What follows belongs to an exercise in optimizing a design on an open flow for small area, a short achievable clock period and few clock cycles; a production flow would make more cautious choices. Function was checked by simulation only, so behaviour that the tests miss may differ from the original. Power is estimated from default activity; no workload was simulated.

==> design.v <==
module rx_framer #(
    parameter CAP         = 128,         
    parameter IDX_W       = 7,           
    parameter MAX_PAYLOAD = 48,          
    parameter STG_AW      = 6            
) (
    input  wire             clk,
    input  wire             rst,           
    input  wire             init,          
    input  wire             rx_valid,      
    input  wire [7:0]       rx_data,
    input  wire             cfg_valid,     
    input  wire [7:0]       cfg_max_type,
    input  wire [1:0]       cfg_sel,       
    output wire [7:0]       val_type,      
    output wire [7:0]       val_len,
    input  wire             val_ok,
    output wire             disp_valid,    
    input  wire             disp_ready,
    output wire [1:0]       disp_tag,
    output wire [7:0]       disp_type,
    output wire [7:0]       disp_len,
    input  wire [STG_AW-1:0] stg_raddr,    
    output wire [7:0]       stg_rdata,
    output wire [IDX_W-1:0] rx_count,      
    output wire [15:0]      overflow_count,
    output wire             rx_fault,
    output wire             configured
);
    localparam [7:0] START1 = 8'hA5;
    localparam [7:0] START2 = 8'h5A;
    localparam [2:0] S_AWAIT1 = 3'd0,
                     S_AWAIT2 = 3'd1,
                     S_TYPE   = 3'd2,
                     S_SEQ    = 3'd3,
                     S_LEN    = 3'd4,
                     S_PAY    = 3'd5,
                     S_CKH    = 3'd6,
                     S_CKL    = 3'd7;
    function [15:0] crc16_update;
        input [15:0] c;
        input [7:0]  b;
        integer k;
        reg [15:0] x;
        begin
            x = c ^ {b, 8'h00};
            for (k = 0; k < 8; k = k + 1)
                x = x[15] ? ((x << 1) ^ 16'h1021) : (x << 1);
            crc16_update = x;
        end
    endfunction
    reg [7:0]       ring [0:CAP-1];
    reg [7:0]       stg  [0:MAX_PAYLOAD-1];
    reg [IDX_W-1:0] head, tail, cursor;
    reg [IDX_W-1:0] count;          
    reg [15:0]      ovf_cnt;
    reg             fault;
    reg             spec_lost;
    reg [2:0]       pstate;
    reg             disp_pend;      
    reg [7:0]       packet_type;
    reg             seq_a5;         
    reg [5:0]       payload_length;
    reg [5:0]       pidx;           
    reg [15:0]      running_checksum;
    reg             hi_ok;          
    reg [1:0]       sh_state;
    reg [IDX_W-1:0] sh_pos;         
    reg [7:0]       b_r;
    reg             b_valid;
    reg [IDX_W-1:0] rdptr;
    reg             cfg_done;
    reg [7:0]       max_packet_type;
    reg [1:0]       sel;
    wire [7:0]       b       = b_r;        
    wire             avail   = b_valid;
    wire             in_spec = pstate[2] & (pstate[1] | pstate[0]);
    wire             step_ok = cfg_done & ((pstate != S_AWAIT1) | ~disp_pend | disp_ready);
    wire             b_is_s1 = (b == START1);
    wire             b_is_s2 = (b == START2);
    wire             b_le_mt = (b <= max_packet_type);
    wire             abort    = step_ok & in_spec & spec_lost;
    wire             stepping = step_ok & avail & ~(in_spec & spec_lost);
    wire             sh_adv   = stepping & in_spec;
    wire             len_ok   = (b <= MAX_PAYLOAD) && val_ok;
    wire             match    = hi_ok && (b == running_checksum[7:0]);
    wire             is_ckl   = (pstate == S_CKL);
    wire             jump_sh  = stepping & is_ckl & ~match & (sh_state == 2'd2);
    wire             commit   = stepping & (~in_spec | (is_ckl & ~jump_sh));
    wire             keep     = ~commit & ~jump_sh;
    wire [IDX_W-1:0] tail_1   = tail + 1'b1;
    wire [IDX_W-1:0] head_1   = head + 1'b1;
    wire [IDX_W-1:0] cursor_1 = cursor + 1'b1;
    wire [IDX_W-1:0] sh_pos_1 = sh_pos + 1'b1;
    wire             ovf      = rx_valid & ((keep & (tail_1 == head)) | (jump_sh & (tail_1 == sh_pos)));
    reg [IDX_W-1:0] n_head, n_cursor, n_tail;
    reg [2:0]       n_pstate;
    reg [1:0]       n_sh_state;
    reg [7:0]       n_type;
    reg             n_seq_a5;
    reg [5:0]       n_plen, n_pidx;
    reg [15:0]      n_run, n_ovf;
    reg [IDX_W-1:0] n_sh_pos;
    reg             n_spec_lost, n_fault, n_hi_ok, n_disp_pend;
    wire [15:0]     crc_b  = crc16_update((pstate == S_TYPE) ? 16'hFFFF : running_checksum, b);
    wire            stg_we = cfg_done & b_valid & (pstate == S_PAY) & ~spec_lost;
    always @* begin
        n_pstate    = pstate;
        n_type      = packet_type;
        n_seq_a5    = seq_a5;
        n_plen      = payload_length;
        n_pidx      = pidx;
        n_run       = running_checksum;
        n_hi_ok     = hi_ok;
        n_disp_pend = disp_pend & ~disp_ready;
        n_sh_state  = sh_state;
        n_sh_pos    = sh_pos;
        if (sh_adv) begin
            case (sh_state)
                2'd0: n_sh_state = b_is_s1 ? 2'd1 : 2'd0;
                2'd1: begin
                    n_sh_state = b_is_s2 ? 2'd2 : b_is_s1 ? 2'd1 : 2'd0;
                    n_sh_pos   = cursor + 1'b1;
                end
                default: ;               
            endcase
        end
        if (stepping) begin
            case (pstate)
                S_AWAIT1: n_pstate = b_is_s1 ? S_AWAIT2 : S_AWAIT1;
                S_AWAIT2: n_pstate = b_is_s2 ? S_TYPE : b_is_s1 ? S_AWAIT2 : S_AWAIT1;
                S_TYPE: begin
                    if (b_le_mt) begin
                        n_type   = b;
                        n_run    = crc_b;
                        n_pstate = S_SEQ;
                    end else begin
                        n_pstate = b_is_s1 ? S_AWAIT2 : S_AWAIT1;
                    end
                end
                S_SEQ: begin
                    n_seq_a5 = b_is_s1;
                    n_run    = crc_b;
                    n_pstate = S_LEN;
                end
                S_LEN: begin
                    if (len_ok) begin
                        n_plen      = b[5:0];
                        n_pidx      = 6'd0;
                        n_run       = crc_b;
                        n_pstate    = (b == 8'd0) ? S_CKH : S_PAY;
                        n_sh_state  = 2'd0;        
                    end else if (seq_a5 && b_is_s2) begin
                        n_pstate = S_TYPE;
                    end else begin
                        n_pstate = b_is_s1 ? S_AWAIT2 : S_AWAIT1;
                    end
                end
                S_PAY: begin
                    n_pidx = pidx + 6'd1;
                    n_run  = crc_b;
                    if (pidx + 6'd1 == payload_length)
                        n_pstate = S_CKH;
                end
                S_CKH: begin
                    n_hi_ok  = (b == running_checksum[15:8]);
                    n_pstate = S_CKL;
                end
                default: begin       
                    if (match) begin
                        n_pstate    = S_AWAIT1;
                        n_disp_pend = 1'b1;
                    end else begin
                        n_pstate = {1'b0, n_sh_state};
                    end
                end
            endcase
        end else if (abort) begin
            n_pstate = S_AWAIT1;
        end
    end
    always @* begin
        if (commit) begin
            n_head   = cursor_1;
            n_cursor = cursor_1;
        end else if (jump_sh) begin
            n_head   = ovf ? sh_pos_1 : sh_pos;
            n_cursor = n_head;
        end else begin
            n_head   = ovf ? head_1 : head;
            if (abort)
                n_cursor = n_head;
            else if (stepping || (ovf && cursor == head))
                n_cursor = cursor_1;
            else
                n_cursor = cursor;
        end
        n_tail      = rx_valid ? tail_1 : tail;
        n_ovf       = ovf ? ovf_cnt + 16'd1 : ovf_cnt;
        n_fault     = fault | ovf;
        n_spec_lost = ovf | (spec_lost & ~abort & ~(stepping & (pstate == S_LEN) & len_ok));
    end
    wire [IDX_W-1:0] tail_n   = rx_valid ? tail_1 : tail;
    wire [IDX_W-1:0] occ_c    = tail_n - cursor_1;
    wire [IDX_W-1:0] occ_s    = tail_n - sh_pos;
    wire [IDX_W-1:0] occ_h    = count + {{(IDX_W-1){1'b0}}, rx_valid};
    wire [IDX_W-1:0] n_count  = ovf ? {IDX_W{1'b1}} : commit ? occ_c : jump_sh ? occ_s : occ_h;
    wire             seq_step = stepping & ~jump_sh;
    wire             idle     = ~stepping & ~abort & ~(ovf & (cursor == head));
    wire             at_tail  = (rdptr == tail);
    wire [127:0]     rd_sel   = 128'd1 << rdptr;
    wire [1023:0]    ring_flat;
    genvar           gr;
    generate for (gr = 0; gr < CAP; gr = gr + 1) begin : g_rf
        assign ring_flat[8*gr +: 8] = ring[gr];
    end endgenerate
    wire [7:0]       ring_q;
    rx_framer_rd128 u_rd (.sel(rd_sel), .d(ring_flat), .q(ring_q));
    wire [7:0]       f_byte   = at_tail ? rx_data : ring_q;
    wire             f_valid  = ~at_tail | rx_valid;
    reg  [7:0]       n_b_r;
    reg              n_b_valid;
    reg  [IDX_W-1:0] n_rdptr;
    always @* begin
        n_b_r     = b_r;
        n_b_valid = b_valid;
        n_rdptr   = rdptr;
        if (seq_step || (idle && !b_valid)) begin
            n_b_r     = f_byte;
            n_b_valid = f_valid;
            n_rdptr   = f_valid ? rdptr + 1'b1 : rdptr;
        end else if (!idle || jump_sh) begin
            n_b_valid = 1'b0;
            n_rdptr   = n_cursor;
        end
    end
    always @(posedge clk) begin
        if (rst || init) begin
            head              <= {IDX_W{1'b0}};
            count             <= {IDX_W{1'b0}};
            tail              <= {IDX_W{1'b0}};
            cursor            <= {IDX_W{1'b0}};
            ovf_cnt           <= 16'd0;
            fault             <= 1'b0;
            spec_lost         <= 1'b0;
            pstate            <= S_AWAIT1;
            disp_pend         <= 1'b0;
            sh_state          <= 2'd0;
            b_valid           <= 1'b0;
            rdptr             <= {IDX_W{1'b0}};
        end else begin
            head              <= n_head;
            count             <= n_count;
            tail              <= n_tail;
            cursor            <= n_cursor;
            ovf_cnt           <= n_ovf;
            fault             <= n_fault;
            spec_lost         <= n_spec_lost;
            pstate            <= n_pstate;
            disp_pend         <= n_disp_pend;
            sh_state          <= n_sh_state;
            b_valid           <= n_b_valid;
            rdptr             <= n_rdptr;
        end
    end
    always @(posedge clk) begin
        packet_type       <= n_type;
        seq_a5            <= n_seq_a5;
        payload_length    <= n_plen;
        pidx              <= n_pidx;
        running_checksum  <= n_run;
        hi_ok             <= n_hi_ok;
        sh_pos            <= n_sh_pos;
        b_r               <= n_b_r;
    end
    always @(posedge clk) begin
        if (rst) begin
            cfg_done        <= 1'b0;
            max_packet_type <= 8'd0;
            sel             <= 2'd0;
        end else if (cfg_valid && !init) begin
            cfg_done        <= 1'b1;
            max_packet_type <= cfg_max_type;
            sel             <= cfg_sel;
        end
    end
    always @(posedge clk) begin
        if (rx_valid)
            ring[tail] <= rx_data;
    end
    always @(posedge clk) begin
        if (stg_we)
            stg[pidx] <= b;
    end
    wire [MAX_PAYLOAD-1:0] stg_sel;
    genvar gs;
    rx_framer_stgdec u_dec (.a(stg_raddr), .sel(stg_sel));
    wire [7:0] stg_t2 [0:5];
    wire [7:0] stg_t3 [0:2];
    wire [7:0] stg_q;
    generate for (gs = 0; gs < 6; gs = gs + 1) begin : g_s2
        rx_framer_ao8 u (.sel(stg_sel[8*gs +: 8]),
                         .d({stg[8*gs+7], stg[8*gs+6], stg[8*gs+5], stg[8*gs+4],
                             stg[8*gs+3], stg[8*gs+2], stg[8*gs+1], stg[8*gs]}),
                         .y(stg_t2[gs]));
    end endgenerate
    generate for (gs = 0; gs < 3; gs = gs + 1) begin : g_s3
        rx_framer_nor28 u (.a(stg_t2[2*gs]), .b(stg_t2[2*gs+1]), .y(stg_t3[gs]));
    end endgenerate
    rx_framer_nand38 u_s4 (.a(stg_t3[0]), .b(stg_t3[1]), .c(stg_t3[2]), .y(stg_q));
    assign val_type       = packet_type;
    assign val_len        = b;
    assign disp_valid     = disp_pend;
    assign disp_tag       = sel;
    assign disp_type      = packet_type;
    assign disp_len       = {2'b00, payload_length};
    assign stg_rdata      = stg_q;
    assign rx_count       = count;
    assign overflow_count = ovf_cnt;
    assign rx_fault       = fault;
    assign configured     = cfg_done;
endmodule
module rx_framer_ao8 (
    input  wire [7:0]  sel,
    input  wire [63:0] d,
    output reg  [7:0]  y
);
    integer i;
    always @* begin
        y = 8'h00;
        for (i = 0; i < 8; i = i + 1)
            y = y | ({8{sel[i]}} & d[8*i +: 8]);
    end
endmodule
module rx_framer_nand48 (
    input  wire [7:0] a, b, c, d,
    output wire [7:0] y
);
    assign y = ~(a & b & c & d);
endmodule
module rx_framer_nor28 (
    input  wire [7:0] a, b,
    output wire [7:0] y
);
    assign y = ~(a | b);
endmodule
module rx_framer_nand38 (
    input  wire [7:0] a, b, c,
    output wire [7:0] y
);
    assign y = ~(a & b & c);
endmodule
module rx_framer_rd128 (
    input  wire [127:0]  sel,
    input  wire [1023:0] d,
    output reg  [7:0]    q
);
    integer i;
    always @* begin
        q = 8'h00;
        for (i = 0; i < 128; i = i + 1)
            q = q | ({8{sel[i]}} & d[8*i +: 8]);
    end
endmodule
module rx_framer_stgdec (
    input  wire [5:0]  a,
    output wire [47:0] sel
);
    wire [5:0]  an;
    wire [3:0]  lo_n;
    wire [11:0] hi_n;
    genvar i;
    generate for (i = 0; i < 6; i = i + 1) begin : g_i
        rx_framer_inv1 u (.a(a[i]), .y(an[i]));
    end endgenerate
    generate for (i = 0; i < 4; i = i + 1) begin : g_lo
        rx_framer_nand2 u (.a(((i / 2) % 2) ? a[1] : an[1]), .b((i % 2) ? a[0] : an[0]), .y(lo_n[i]));
    end endgenerate
    generate for (i = 0; i < 12; i = i + 1) begin : g_hi
        if (i < 8) begin : g_a
            rx_framer_nand4 u (.a(an[5]), .b(((i / 4) % 2) ? a[4] : an[4]), .c(((i / 2) % 2) ? a[3] : an[3]),
                               .d((i % 2) ? a[2] : an[2]), .y(hi_n[i]));
        end else begin : g_b
            rx_framer_nand3 u (.a(a[5]), .b(((i / 2) % 2) ? a[3] : an[3]), .c((i % 2) ? a[2] : an[2]),
                               .y(hi_n[i]));
        end
    end endgenerate
    generate for (i = 0; i < 48; i = i + 1) begin : g_s
        rx_framer_nor2 u (.a(hi_n[i/4]), .b(lo_n[i%4]), .y(sel[i]));
    end endgenerate
endmodule
module rx_framer_inv1 (input wire a, output wire y);
    assign y = ~a;
endmodule
module rx_framer_nand2 (input wire a, input wire b, output wire y);
    assign y = ~(a & b);
endmodule
module rx_framer_nand3 (input wire a, input wire b, input wire c, output wire y);
    assign y = ~(a & b & c);
endmodule
module rx_framer_nand4 (input wire a, input wire b, input wire c, input wire d, output wire y);
    assign y = ~(a & b & c & d);
endmodule
module rx_framer_nor2 (input wire a, input wire b, output wire y);
    assign y = ~(a | b);
endmodule
==> run.sh <==
#!/bin/bash
# synth_recipe.tcl (not shown) runs the flow's synth.tcl, then flattens the netlist and writes it again
# the make line also repeats each setting of config.mk as NAME=value (left out here)
make -C /OpenROAD-flow-scripts/flow DESIGN_CONFIG=/design/flow/config.mk WORK_HOME=/design/flow/orfs CLKGATE_MAP_FILE= SYNTH_SCRIPT=/design/flow/synth_recipe.tcl finish
==> config.mk <==
export PLATFORM = sky130hd
export DESIGN_NAME = rx_framer
export DESIGN_NICKNAME = rx_framer
export VERILOG_FILES = /design/flow/design.v
export SDC_FILE = /design/flow/constraint.sdc
export NUM_CORES = 4
export LEC_CHECK = 0
export CAP_MARGIN = 20
export CORE_MARGIN = 2
export CORE_UTILIZATION = 55
export CTS_CLUSTER_DIAMETER = 110
export CTS_CLUSTER_SIZE = 28
export SETUP_SLACK_MARGIN = 4.7
export SLEW_MARGIN = 20
export SYNTH_HIERARCHICAL = 1
export SYNTH_MINIMUM_KEEP_SIZE = 0
==> constraint.sdc <==
create_clock -name core_clock -period 8.5 [get_ports {clk}]
set_input_delay 1.7000 -clock core_clock [delete_from_list [all_inputs] [get_ports {clk}]]
set_output_delay 1.7000 -clock core_clock [all_outputs]
set_load 0.01 [all_outputs]
==> results.py, run 1 <==
metrics = {
    "pwr": {
        "irDropWorstVdd_mv": 0.160,
        "internal-power_mw": 10.1,
        "sw_frac_of_total": 0.224,
        "p_per_area_mw_per_mm2": 198,
        "seqPwrFrac": 0.651,
        "p_leak_nw": 19.7,
        "fin_total_pwr_mw": 13.0,
        "clock_power_share": 0.275,
        "netSwitchingPower_mw": 2.90,
        "combPwrFrac": 0.074,
    },
    "logic_synthesis": {
        "synth-simple-area-share": 0.0751,
        "netlist.area_leader.share": 0.727,
        "ys.flop_type": "edfxtp_1",
        "ys_async_sr_fraction": 0,
        "synth-edff-count": 1461,
        "netlist_area_sq_mm": 0.0603,
        "synthXorXnorAreaFrac": 0.0213,
        "ys_ff_latch": 1532,
        "synth_compound_area_frac": 0.114,
        "synth_top_family_by_area": "compound AO/OA/AOI/OAI gates",
        "synth_area_leaders": "edfxtp_1 73%, a22oi_1 4.2%, nor2_1 2.9%",
        "ys_seq_area_frac": 0.751,
        "synth_fa_ha_area_frac": 0.00771,
        "yosys_warnings": 9,
        "synth_cells": 3871,
        "synth_area_per_cell_sq_um": 15.6,
        "synthMuxAreaShare": 0.00340,
        "synth_cell_types": 83,
        "yosysTopAreaCell": "edfxtp_1",
    },
    "drt": {
        "wire_per_inst_um": 32.3,
        "via_count": 35699,
        "drcViolationCount": 0,
        "drt-initial-drc-count": 4972,
        "drt_wl_total_um": 170000,
        "first_pass_iters": 7,
        "ant_nets": 0,
        "viasPerCell": 6.77,
    },
    "cts": {
        "numCtsBuffers": 61,
        "cts_sinks": 1532,
        "clock-root-buffer": "clkbuf_16",
        "ctsHoldBuffers": 0,
        "htreeDepth": 2,
        "cts_tree": "built",
        "clock_latency_ns": 0.76,
        "clk_pin_slew_ns": 0.11,
        "clk_path_buf_depth": 3,
    },
    "finish": {
        "n_fill_cell": 8105,
        "n_antenna_cell": 0,
        "final_area_sq_mm": 0.0654,
        "final_cell_mix": "1461 x edfxtp_1, 368 x nor2_1, 309 x a22oi_1, 176 x a22o_1",
        "stdcell_count": 5274,
        "nets": 3914,
        "syn2layout_area_growth_pct": 8.39,
        "mostFrequentLayoutCell": "edfxtp_1",
        "fin_util": 0.601,
        "drive_gt1_frac": 0.122,
    },
    "floorplanning": {
        "dieWidth_um": 335,
        "start_util": 0.554,
        "die-area_sq_mm": 0.112,
        "rows": 121,
        "die_y_um": 335,
        "ioPinCount": 99,
        "fp.coreArea_sq_mm": 0.109,
    },
    "global_route": {
        "antenna_found_initial": 5,
        "grt_overflow": 0,
        "grt_pass1_vias": 34918,
        "grt_max_degree": 86,
        "grt_pass1_wl_um": 244000,
        "grtUsageTotal": 0.300,
    },
    "sta": {
        "finalCritPeriodShare": 0.584,
        "worstMarginPinSlew_ns": 1.21,
        "maxSlewViolCount": 0,
        "max-slew-margin-rel": 0.192,
        "finalHoldViolations": 0,
        "fin_skew_ns": 0.0280,
        "finalSetupViolCount": 0,
        "period_needed_ns": 4.96,
        "fmax_ghz": 0.202,
        "finalSetupTns_ns": 0,
        "grt_setup_unrepaired": "yes",
    },
    "run_status": {
        "status": "finished clean",
    },
    "placement": {
        "portBuffers": 96,
        "hpwl_um": 110000,
        "post-place-cells": 5156,
        "gp_congestion": 0.932,
        "placedInstanceArea_sq_mm": 0.0620,
    },
    "worst_hold_path": {
        "min_path_type": "reg2reg",
    },
    "critical_path": {
        "cp.required_ns": 6.80,
        "crit_path_max_fanout": 8,
        "cp-start-kind": "primary input",
        "crit_arrival_ns": 3.26,
        "cpMostUsedCell": "buf_12",
        "cpMaxStageDelayCell": "nor2_2",
        "crit_chain": "buf_12, clkinvlp_4, buf_12, nand2_8, nor2_4, a22oi_1, nand4_1, nor2_2, nand3_2, buf_2",
        "cp-end-kind": "output port",
        "cpPeakStageDelay_ns": 0.24,
        "critical_path_class": "in2out",
    },
    "job": {
        "drv_cap": 0,
    },
}
## modules after synthesis, one instance, submodules excluded, excerpt
module	flip-flops and latches	cell area, sq um	cells inside
rx_framer_ao8	0	379	48
rx_framer_nand3	0	5.00	1
rx_framer_nand2	0	3.75	1
rx_framer_nor28	0	30.0	8
rx_framer_nand4	0	6.26	1
rx_framer_rd128	0	5720	760
rx_framer_nor2	0	3.75	1
## flip-flops by register name, indices dropped and copies added (netlist names), 8 cells and up
name and flops:
ovf_cnt 16, ring 1024, packet_type 8, max_packet_type 8, running_checksum 16, stg 384
b_r 8
## cells in the mapped netlist (11+ instances only)
cell type and instances:
nor2_1 468, nand3_1 96, a221oi_1 160, buf_4 24, a22oi_2 18, xor2_1 54, nand2_1 116, buf_2 35
nor4_1 27, nor2b_1 13, nand2b_1 14, buf_6 46, buf_1 41, o21ai_0 24, a22o_1 176, a22oi_1 334
and3_1 11, nor3_1 30, inv_1 43, clkbuf_1 123, a221oi_2 17, mux2_2 12, dfxtp_1 71, nand4_1 151
edfxtp_1 1461, and2_1 11, xnor2_1 93, ha_1 34, a21oi_1 48
## worst paths after layout
path | startpoint | end | slack (ns) | cells after the start
min | sel[1] | sel[1] | 0.46 | 2
min reg2reg | sel[1] | sel[1] | 0.46 | 2
max reg2reg | rdptr[6] | b_r[2] | 4.63 | 10
max | stg_raddr[1] | stg_rdata[1] | 3.54 | 10
## critical path: cells and delay by family
| family | cells | cell delay, ns |
|---|---|---|
| AO/OA/AOI/OAI | 1 | 0.19 |
| buffers and inverters | 4 | 0.55 |
| AND/OR/NAND/NOR | 5 | 0.79 |
## kinds of logic after synthesis
kind of cell             Yosys count
flip-flops                      1532
AND/OR/NAND/NOR                  973
AO/OA/AOI/OAI                    847
buffers and inverters            316
XOR/XNOR                         147
adder cells (fa/ha/maj)           36
multiplexers                      19
other                              1
## area by class of cell
| cell class | count | area (sq um) | area share |
|---|---|---|---|
| clock buffer | 72 | 1610 | 0.0246 |
| clock inverter | 4 | 68.8 | 0.00105 |
| sequential | 1532 | 45300 | 0.693 |
| timing repair buffer | 182 | 1790 | 0.0274 |
| tap | 1414 | 1770 | 0.0270 |
| inverter | 43 | 171 | 0.00262 |
| multi-input combinational | 2027 | 14700 | 0.225 |
## through the flow
stage	worst slack, ns	hold slack [ns]
after floorplan	4.20	0.430
after global placement	2.38	0.441
after detailed placement	2.30	0.446
after CTS	3.59	0.462
after global routing	3.51	0.493
final	3.54	0.460
## power groups by stage
stage / combinational (mW) / clock, mW / sequential, mW
finish: 0.958 / 3.57 / 8.43
global route: 1.01 / 3.85 / 8.43
CTS: 0.949 / 3.61 / 8.43
detailed placement: 0.829 / 0 / 8.61
global placement: 0.813 / 0 / 8.61
floorplan: 0.289 / 0 / 8.68
## routing by layer
metal,share of wire,up-vias,track usage,wire [um]
met5,0,-,0,0
met3,0.088,228,0.0493,14900
met2,0.47,1862,0.475,79700
met4,0.027,0,0.0738,4570
li1,-,15222,-,-
met1,0.42,18387,0.439,71100
## what timing repair did
item,in CTS,in global routing
buffers inserted,24,10
endpoints found under the setup margin,659,231
gates resized for setup,341,52
cloned,6,2
endpoints found under the hold margin,0,0
pin swaps,55,34
Testbench counts, summed over its fixed seeds: cycles 14,796.
==> inputs of run 2 (changes only) <==
--- a/config.mk
+++ b/config.mk
@@ -7,10 +7,10 @@
 export LEC_CHECK = 0
 export CAP_MARGIN = 20
 export CORE_MARGIN = 2
-export CORE_UTILIZATION = 55
+export CORE_UTILIZATION = 65
 export CTS_CLUSTER_DIAMETER = 110
-export CTS_CLUSTER_SIZE = 28
-export SETUP_SLACK_MARGIN = 4.7
+export CTS_CLUSTER_SIZE = 26
+export SETUP_SLACK_MARGIN = 4.1
 export SLEW_MARGIN = 20
 export SYNTH_HIERARCHICAL = 1
 export SYNTH_MINIMUM_KEEP_SIZE = 0
==> results.py, run 2 <==
metrics = {
    "run_status": {
        "status": "finished clean",
    },
    "sta": {
        "max-slew-margin-rel": 0.189,
        "period_needed_ns": 4.84,
        "worstMarginPinSlew_ns": 1.21,
        "finalSetupTns_ns": 0,
        "fmax_ghz": 0.206,
        "maxSlewViolCount": 0,
        "fin_skew_ns": 0.0376,
        "finalCritPeriodShare": 0.570,
        "grt_setup_unrepaired": "yes",
        "finalSetupViolCount": 0,
        "finalHoldViolations": 0,
    },
    "finish": {
        "largestRegisters": "ring (1024), stg (384)",
        "drive_gt1_frac": 0.108,
        "syn2layout_area_growth_pct": 7.52,
        "final_cell_mix": "1461 x edfxtp_1, 383 x nor2_1, 273 x a22oi_1, 176 x a22o_1, 160 x a221oi_1",
        "largest_reg_flops": 1024,
        "n_antenna_cell": 0,
        "top_register": "ring",
        "fin_util": 0.707,
        "nets": 3899,
        "mostFrequentLayoutCell": "edfxtp_1",
    },
    "pwr": {
        "internal-power_mw": 10.1,
        "clock_power_share": 0.284,
        "p_per_area_mw_per_mm2": 200,
        "netSwitchingPower_mw": 2.82,
        "p_leak_nw": 19.5,
        "sw_frac_of_total": 0.218,
        "seqPwrFrac": 0.650,
        "combPwrFrac": 0.066,
        "irDropWorstVdd_mv": 0.245,
    },
    "cts": {
        "cts_sinks": 1532,
        "clock-root-buffer": "clkbuf_16",
        "cts_tree": "built",
        "numCtsBuffers": 68,
        "htreeDepth": 3,
        "clk_path_buf_depth": 3,
        "clock_latency_ns": 0.69,
        "clk_pin_slew_ns": 0.10,
    },
    "drt": {
        "drcViolationCount": 0,
        "drt_wl_total_um": 160000,
        "first_pass_iters": 6,
        "ant_nets": 0,
        "drt-initial-drc-count": 5446,
        "via_count": 36180,
        "wire_per_inst_um": 31.5,
        "viasPerCell": 7.11,
    },
    "global_route": {
        "grt_pass1_vias": 34347,
        "grt.busiest_layer": "met2",
        "use_met2": 0.508,
        "grtUsageTotal": 0.335,
        "gr-usage-met1": 0.499,
        "grt_overflow": 0,
        "grt_pass1_wl_um": 232000,
        "antenna_found_initial": 4,
        "grt_max_degree": 77,
        "grt_use_met3": 0.0720,
    },
    "critical_path": {
        "cp.required_ns": 6.80,
        "r2r_slack_ns": 4.13,
        "crit_arrival_ns": 3.14,
        "cp-start-kind": "primary input",
        "r2r_cells": 10,
        "cp-end-kind": "output port",
        "critical_path_class": "in2out",
        "crit_path_max_fanout": 8,
    },
    "floorplanning": {
        "fp.coreArea_sq_mm": 0.0918,
        "start_util": 0.657,
        "dieWidth_um": 309,
        "die_y_um": 309,
        "ioPinCount": 99,
        "rows": 111,
        "die-area_sq_mm": 0.0953,
    },
    "worst_hold_path": {
        "hold_depth": 2,
        "min_path_type": "reg2reg",
    },
    "logic_synthesis": {
        "synth_cells": 3871,
        "synth_cell_types": 83,
        "netlist.area_leader.share": 0.727,
        "ys.flop_type": "edfxtp_1",
        "ys_async_sr_fraction": 0,
        "synth.most_common_cell": "edfxtp_1",
        "netlist_area_sq_mm": 0.0603,
        "synth-edff-count": 1461,
        "netlist_top_cells_count": "1461 x edfxtp_1, 468 x nor2_1, 334 x a22oi_1",
        "synth_area_leaders": "edfxtp_1 73%, a22oi_1 4.2%, nor2_1 2.9%",
        "ys_ff_latch": 1532,
        "yosys_warnings": 9,
        "ys_seq_area_frac": 0.751,
        "synth_area_per_cell_sq_um": 15.6,
        "yosysTopAreaCell": "edfxtp_1",
    },
    "placement": {
        "hpwl_um": 104000,
        "portBuffers": 96,
        "gp_congestion": 1.11,
    },
    "job": {
        "drv_cap": 0,
    },
}
## run 2: timing repair
| action | 4_1_cts | 5_1_grt |
|---|---|---|
| pin swaps | 67 | 37 |
| resized for setup | 311 | 59 |
| setup endpoints to repair | 21 | 190 |
| hold buffers | 0 | 0 |
| gates cloned | 4 | 0 |
| buffers inserted | 9 | 2 |
## run 2: logic make-up (layout without fill, tap and decap cells)
family / Yosys count / count (layout) / synth area share
compound gates: 847 / 847 / 0.114
fa+ha+maj: 36 / 36 / 0.00771
simple gates: 973 / 977 / 0.0751
flops: 1532 / 1532 / 0.751
other cells: 1 / 2 / 0.0000621
buf+inv: 316 / 285 / 0.0277
xor+xnor: 147 / 147 / 0.0213
mux: 19 / 19 / 0.00340
## run 2: final timing paths
check	startpoint	to
hold reg to reg	max_packet_type[5]	max_packet_type[5]
setup reg to reg	rdptr[0]	b_r[1]
setup / recovery	stg_raddr[0]	stg_rdata[4]
hold / removal	max_packet_type[5]	max_packet_type[5]
## run 2: per-stage QoR
stage / total power, mW / hold slack, ns / worst slack, ns / instance area (sq um) / instances
after global routing: 13.3 / 0.494 / 3.65 / 64900 / 5088
after global placement: 9.37 / 0.444 / 2.51 / 61700 / 4990
after CTS: 13.0 / 0.468 / 3.75 / 64600 / 5086
after detailed placement: 9.39 / 0.453 / 2.37 / 61700 / 4990
final: 13.0 / 0.464 / 3.66 / 64900 / 5088
after floorplan: 8.96 / 0.430 / 4.13 / 60400 / 3872
## run 2: critical path, cell delays in order
cell	delay, ns
buf_16	0.15
inv_16	0.07
nand2_8	0.14
nor2_4	0.10
a22oi_1	0.25
nand4_1	0.23
nor2_4	0.21
nand3_2	0.13
buf_6	0.14
## run 2: power by group through the flow
| stage | logic [mW] | clock network, mW | registers (mW) |
|---|---|---|---|
| after floorplan | 0.285 | 0 | 8.68 |
| after global placement | 0.770 | 0 | 8.60 |
| after detailed placement | 0.793 | 0 | 8.60 |
| after CTS | 0.831 | 3.71 | 8.43 |
| after global routing | 0.899 | 3.93 | 8.43 |
| final | 0.852 | 3.69 | 8.43 |
## run 2: modules after synthesis (local to each module, per instance), a selection
| module | times used | flops+latches | cells inside | area [sq um] |
|---|---|---|---|---|
| rx_framer | 1 | 1532 | 2721 | 51900 |
| rx_framer_ao8 | 6 | 0 | 48 | 379 |
| rx_framer_inv1 | 6 | 0 | 1 | 3.75 |
| rx_framer_nand2 | 4 | 0 | 1 | 3.75 |
| rx_framer_nand3 | 4 | 0 | 1 | 5.00 |
| rx_framer_nand38 | 1 | 0 | 8 | 40.0 |
| rx_framer_nand4 | 8 | 0 | 1 | 6.26 |
| rx_framer_nor2 | 48 | 0 | 1 | 3.75 |
| rx_framer_nor28 | 3 | 0 | 8 | 30.0 |
| rx_framer_rd128 | 1 | 0 | 760 | 5720 |
## run 2: area by class of cell
type | count | area (sq um)
multi-input cells | 2028 | 14500
clock buffers | 78 | 1780
repair buffers | 159 | 1500
flip-flops and latches | 1532 | 45300
fillers | 5909 | 26900
clock inverters | 5 | 57.6
inverters | 43 | 208
well taps | 1243 | 1560
## run 2: layer usage
layer / share of wire / up-vias / routed length [um]
li1: - / 15181 / -
met1: 0.40 / 18176 / 63700
met2: 0.45 / 2479 / 72900
met3: 0.12 / 340 / 18700
met4: 0.031 / 4 / 4990
met5: 0.00017 / - / 27
==> inputs of run 3 (changes only) <==
--- a/design.v
+++ b/design.v
@@ -52,7 +52,6 @@
     reg [7:0]       ring [0:CAP-1];
     reg [7:0]       stg  [0:MAX_PAYLOAD-1];
     reg [IDX_W-1:0] head, tail, cursor;
-    reg [IDX_W-1:0] count;          
     reg [15:0]      ovf_cnt;
     reg             fault;
     reg             spec_lost;
@@ -200,11 +199,6 @@
         n_fault     = fault | ovf;
         n_spec_lost = ovf | (spec_lost & ~abort & ~(stepping & (pstate == S_LEN) & len_ok));
     end
-    wire [IDX_W-1:0] tail_n   = rx_valid ? tail_1 : tail;
-    wire [IDX_W-1:0] occ_c    = tail_n - cursor_1;
-    wire [IDX_W-1:0] occ_s    = tail_n - sh_pos;
-    wire [IDX_W-1:0] occ_h    = count + {{(IDX_W-1){1'b0}}, rx_valid};
-    wire [IDX_W-1:0] n_count  = ovf ? {IDX_W{1'b1}} : commit ? occ_c : jump_sh ? occ_s : occ_h;
     wire             seq_step = stepping & ~jump_sh;
     wire             idle     = ~stepping & ~abort & ~(ovf & (cursor == head));
     wire             at_tail  = (rdptr == tail);
@@ -237,7 +231,6 @@
     always @(posedge clk) begin
         if (rst || init) begin
             head              <= {IDX_W{1'b0}};
-            count             <= {IDX_W{1'b0}};
             tail              <= {IDX_W{1'b0}};
             cursor            <= {IDX_W{1'b0}};
             ovf_cnt           <= 16'd0;
@@ -250,7 +243,6 @@
             rdptr             <= {IDX_W{1'b0}};
         end else begin
             head              <= n_head;
-            count             <= n_count;
             tail              <= n_tail;
             cursor            <= n_cursor;
             ovf_cnt           <= n_ovf;
@@ -315,7 +307,7 @@
     assign disp_type      = packet_type;
     assign disp_len       = {2'b00, payload_length};
     assign stg_rdata      = stg_q;
-    assign rx_count       = count;
+    assign rx_count       = tail - head;
     assign overflow_count = ovf_cnt;
     assign rx_fault       = fault;
     assign configured     = cfg_done;
--- a/config.mk
+++ b/config.mk
@@ -8,9 +8,9 @@
 export CAP_MARGIN = 20
 export CORE_MARGIN = 2
 export CORE_UTILIZATION = 65
-export CTS_CLUSTER_DIAMETER = 110
-export CTS_CLUSTER_SIZE = 26
-export SETUP_SLACK_MARGIN = 4.1
+export CTS_CLUSTER_DIAMETER = 100
+export CTS_CLUSTER_SIZE = 24
+export SETUP_SLACK_MARGIN = 4.4
 export SLEW_MARGIN = 20
 export SYNTH_HIERARCHICAL = 1
 export SYNTH_MINIMUM_KEEP_SIZE = 0
==> results.py, run 3 <==
metrics = {
    "cts": {
        "clk_path_buf_depth": 3,
        "clock_latency_ns": 0.68,
        "htreeDepth": 3,
        "cts_tree": "built",
        "ctsHoldBuffers": 0,
        "numCtsBuffers": 74,
        "clk_pin_slew_ns": 0.09,
        "cts_sinks": 1525,
        "clock-root-buffer": "clkbuf_16",
    },
    "critical_path": {
        "crit_arrival_ns": 3.17,
        "cp-start-kind": "primary input",
        "r2r_cells": 9,
        "cpMostUsedCell": "buf_12",
        "critical_path_class": "in2out",
        "cp.required_ns": 6.80,
        "cp_top_family": "simple AND/OR/NAND/NOR gates",
        "crit_chain": "buf_12, clkinvlp_4, buf_12, nand2_8, nor2_4, a22oi_1, nand4_1, nor2_1, nand3_2, buf_2",
        "crit_path_max_fanout": 8,
        "cp_num_buf_inv": 4,
        "cp-end-kind": "output port",
        "cpMaxStageDelayCell": "nand4_1",
        "cpPeakStageDelay_ns": 0.22,
        "cp.depth": 10,
    },
    "drt": {
        "ant_nets": 0,
        "drcViolationCount": 0,
        "drt-initial-drc-count": 5907,
        "first_pass_iters": 6,
        "viasPerCell": 7.18,
        "via_count": 36090,
        "wire_per_inst_um": 32.0,
        "drt_wl_total_um": 161000,
    },
    "sta": {
        "finalSetupViolCount": 0,
        "grt_setup_unrepaired": "yes",
        "maxSlewViolCount": 0,
        "period_needed_ns": 4.87,
        "worstMarginPinSlew_ns": 1.18,
        "setup_ws_ns": 3.63,
        "fin_skew_ns": 0.0217,
        "finalCritPeriodShare": 0.573,
        "finalHoldViolations": 0,
        "timing.hold.ws_ns": 0.475,
        "fmax_ghz": 0.205,
        "max-slew-margin-rel": 0.211,
        "finalSetupTns_ns": 0,
    },
    "finish": {
        "final-seq-area_sq_mm": 0.0452,
        "mostFrequentLayoutCell": "edfxtp_1",
        "final_area_sq_mm": 0.0651,
        "syn2layout_area_growth_pct": 8.26,
        "fin_util": 0.710,
        "top_register": "ring",
        "largest_reg_flops": 1024,
        "nets": 3881,
        "drive_gt1_frac": 0.126,
        "final_cell_mix": "1461 x edfxtp_1, 370 x nor2_1, 282 x a22oi_1, 176 x a22o_1, 157 x a221oi_1",
        "multi_input_area_sq_mm": 0.0145,
        "largestRegisters": "ring (1024), stg (384)",
        "n_fill_cell": 5857,
        "n_antenna_cell": 0,
    },
    "pwr": {
        "p_leak_nw": 19.5,
        "p_per_area_mw_per_mm2": 200,
        "irDropWorstVdd_mv": 0.184,
    },
    "floorplanning": {
        "start_util": 0.656,
        "rows": 111,
        "fp.coreArea_sq_mm": 0.0917,
        "dieWidth_um": 308,
        "die_y_um": 308,
        "ioPinCount": 99,
        "die-area_sq_mm": 0.0949,
    },
    "logic_synthesis": {
        "ys_seq_area_frac": 0.751,
        "yosys_warnings": 9,
        "yosysTopAreaCell": "edfxtp_1",
        "ys_async_sr_fraction": 0,
        "synth_area_leaders": "edfxtp_1 73%, a22oi_1 4.2%, nor2_1 2.8%",
        "ys_ff_latch": 1525,
        "synth_area_per_cell_sq_um": 15.6,
        "netlist_top_cells_count": "1461 x edfxtp_1, 456 x nor2_1, 335 x a22oi_1",
        "synth-edff-count": 1461,
        "synth_cell_types": 86,
        "synth_cells": 3843,
        "synth.most_common_cell": "edfxtp_1",
        "ys.flop_type": "edfxtp_1",
        "netlist.area_leader.share": 0.730,
        "netlist_area_sq_mm": 0.0601,
    },
    "worst_hold_path": {
        "min_path_type": "reg2reg",
        "hold_depth": 2,
    },
    "global_route": {
        "antenna_found_initial": 5,
        "grt_overflow": 0,
        "grt_pass1_wl_um": 232000,
        "grtUsageTotal": 0.337,
        "grt_pass1_vias": 34825,
        "grt_max_degree": 81,
    },
    "run_status": {
        "status": "finished clean",
    },
    "job": {
        "drv_cap": 0,
    },
    "placement": {
        "portBuffers": 96,
        "placedInstanceArea_sq_mm": 0.0613,
        "gp_congestion": 0.958,
        "place_ws_ns": 2.34,
        "hpwl_um": 104000,
    },
}
[run 3: changes by cell type after synthesis, moves of 6 or more]
cell / previous run / this run
xnor2_1: 93 / 74
nand2_1: 116 / 124
mux2i_1: 7 / 20
and2_1: 11 / 4
nor2_1: 468 / 456
ha_1: 34 / 26
dfxtp_1: 71 / 64
or3_1: 3 / 14
o21ai_0: 24 / 31
buf_6: 46 / 52
[run 3: what timing repair did]
action | in CTS | in global routing
resized for setup | 327 | 95
endpoints found under the setup margin | 171 | 169
pin swaps | 59 | 52
gates cloned | 3 | 1
setup buffers | 23 | 11
[run 3: final cells by class]
type | count | share of cell area
flip-flops and latches | 1525 | 0.694
multi-input cells | 2010 | 0.223
clock buffers | 87 | 0.0302
repair buffers | 174 | 0.0254
well taps | 1186 | 0.0228
inverters | 38 | 0.00260
clock inverters | 8 | 0.00154
[run 3: kinds of logic (layout without fill, tap and decap cells)]
logic type | after synthesis | count (layout) | share of synthesized area
mux | 29 | 29 | 0.00502
fa+ha+maj | 27 | 27 | 0.00575
simple gates | 975 | 978 | 0.0764
other cells | 1 | 2 | 0.0000624
flops | 1525 | 1525 | 0.751
buf+inv | 312 | 307 | 0.0285
xor+xnor | 124 | 124 | 0.0182
compound gates | 850 | 850 | 0.115
[run 3: worst paths after layout]
| check | end | slack (ns) | startpoint |
|---|---|---|---|
| worst min-delay path | max_packet_type[4] | 0.48 | max_packet_type[4] |
| worst max-delay path | stg_rdata[1] | 3.63 | stg_raddr[1] |
| worst min register to register | max_packet_type[4] | 0.48 | max_packet_type[4] |
| worst max register to register | b_r[1] | 4.46 | rdptr[0] |
[run 3: modules after synthesis (local to each module, per instance), excerpt]
| module | cells | area, sq um |
|---|---|---|
| rx_framer_ao8 | 48 | 379 |
| rx_framer_nand2 | 1 | 3.75 |
| rx_framer_nor2 | 1 | 3.75 |
| rx_framer | 2693 | 51700 |
| rx_framer_nand3 | 1 | 5.00 |
| rx_framer_inv1 | 1 | 3.75 |
| rx_framer_rd128 | 760 | 5720 |
| rx_framer_nor28 | 8 | 30.0 |
| rx_framer_nand4 | 1 | 6.26 |
| rx_framer_nand38 | 8 | 40.0 |
[run 3: layer usage]
metal	GRT usage	vias up	share of wire
met3	0.0676	329	0.11
li1	-	15151	-
met5	0	-	0.00016
met2	0.525	2358	0.47
met1	0.491	18248	0.40
met4	0.100	4	0.031
[run 3: tightest hold or removal path, cell delays in order, from the launching register on]
cell and delay, ns:
dfxtp_1 0.32, nand2_1 0.06, a21oi_1 0.06
[run 3: stage by stage]
stage	cells	power [mW]
6_report	5028	13.0
3_5_place_dp	4895	9.26
5_1_grt	5028	13.3
3_3_place_gp	4895	9.24
4_1_cts	5016	13.0
2_1_floorplan	3844	8.87
[run 3: report_power, final]
part           leakage [nW]  internal, mW  switching, mW
combinational          4.83         0.209          0.570
clock                  1.01          1.67           2.23
sequential             13.7          8.35         0.0175
total                  19.5          10.2           2.81
Testbench counts of run 3, summed over its fixed seeds: cycles 14,796.

[port drivers added, routing unchanged]
The results above use ideal ports. As a check the final layouts listed here were re-extracted and re-timed, cells and wires unchanged.
Step 1 assumes that a clkbuf_16 drives the clock port and a buf_2 every other input.
Step 2, shift: input delay + t, output delay - t, t = (earliest + latest rising clock arrival at the registers) / 2. This alone moves slack from input paths to output paths.
Slacks: ideal ports / drivers / drivers and shift; pairs: ideal ports / drivers.
| run | t, ns | setup WS [ns] | latest minus earliest clock arrival (ns) | cell pins on the clock port's net |
|---|---|---|---|---|
| run 1 | 0.817 | 3.539 / 3.476 / 3.476 | 0.039 / 0.040 | 1 |
| run 2 | 0.744 | 3.657 / 3.569 / 3.405 | 0.040 / 0.040 | 1 |
| run 3 | 0.742 | 3.628 / 3.556 / 3.556 | 0.029 / 0.029 | 1 |
After both steps setup and hold are still met in every run listed. For run 2, which loses most, drivers alone change the setup slack by -0.088 ns; drivers and shift together by -0.252 ns.
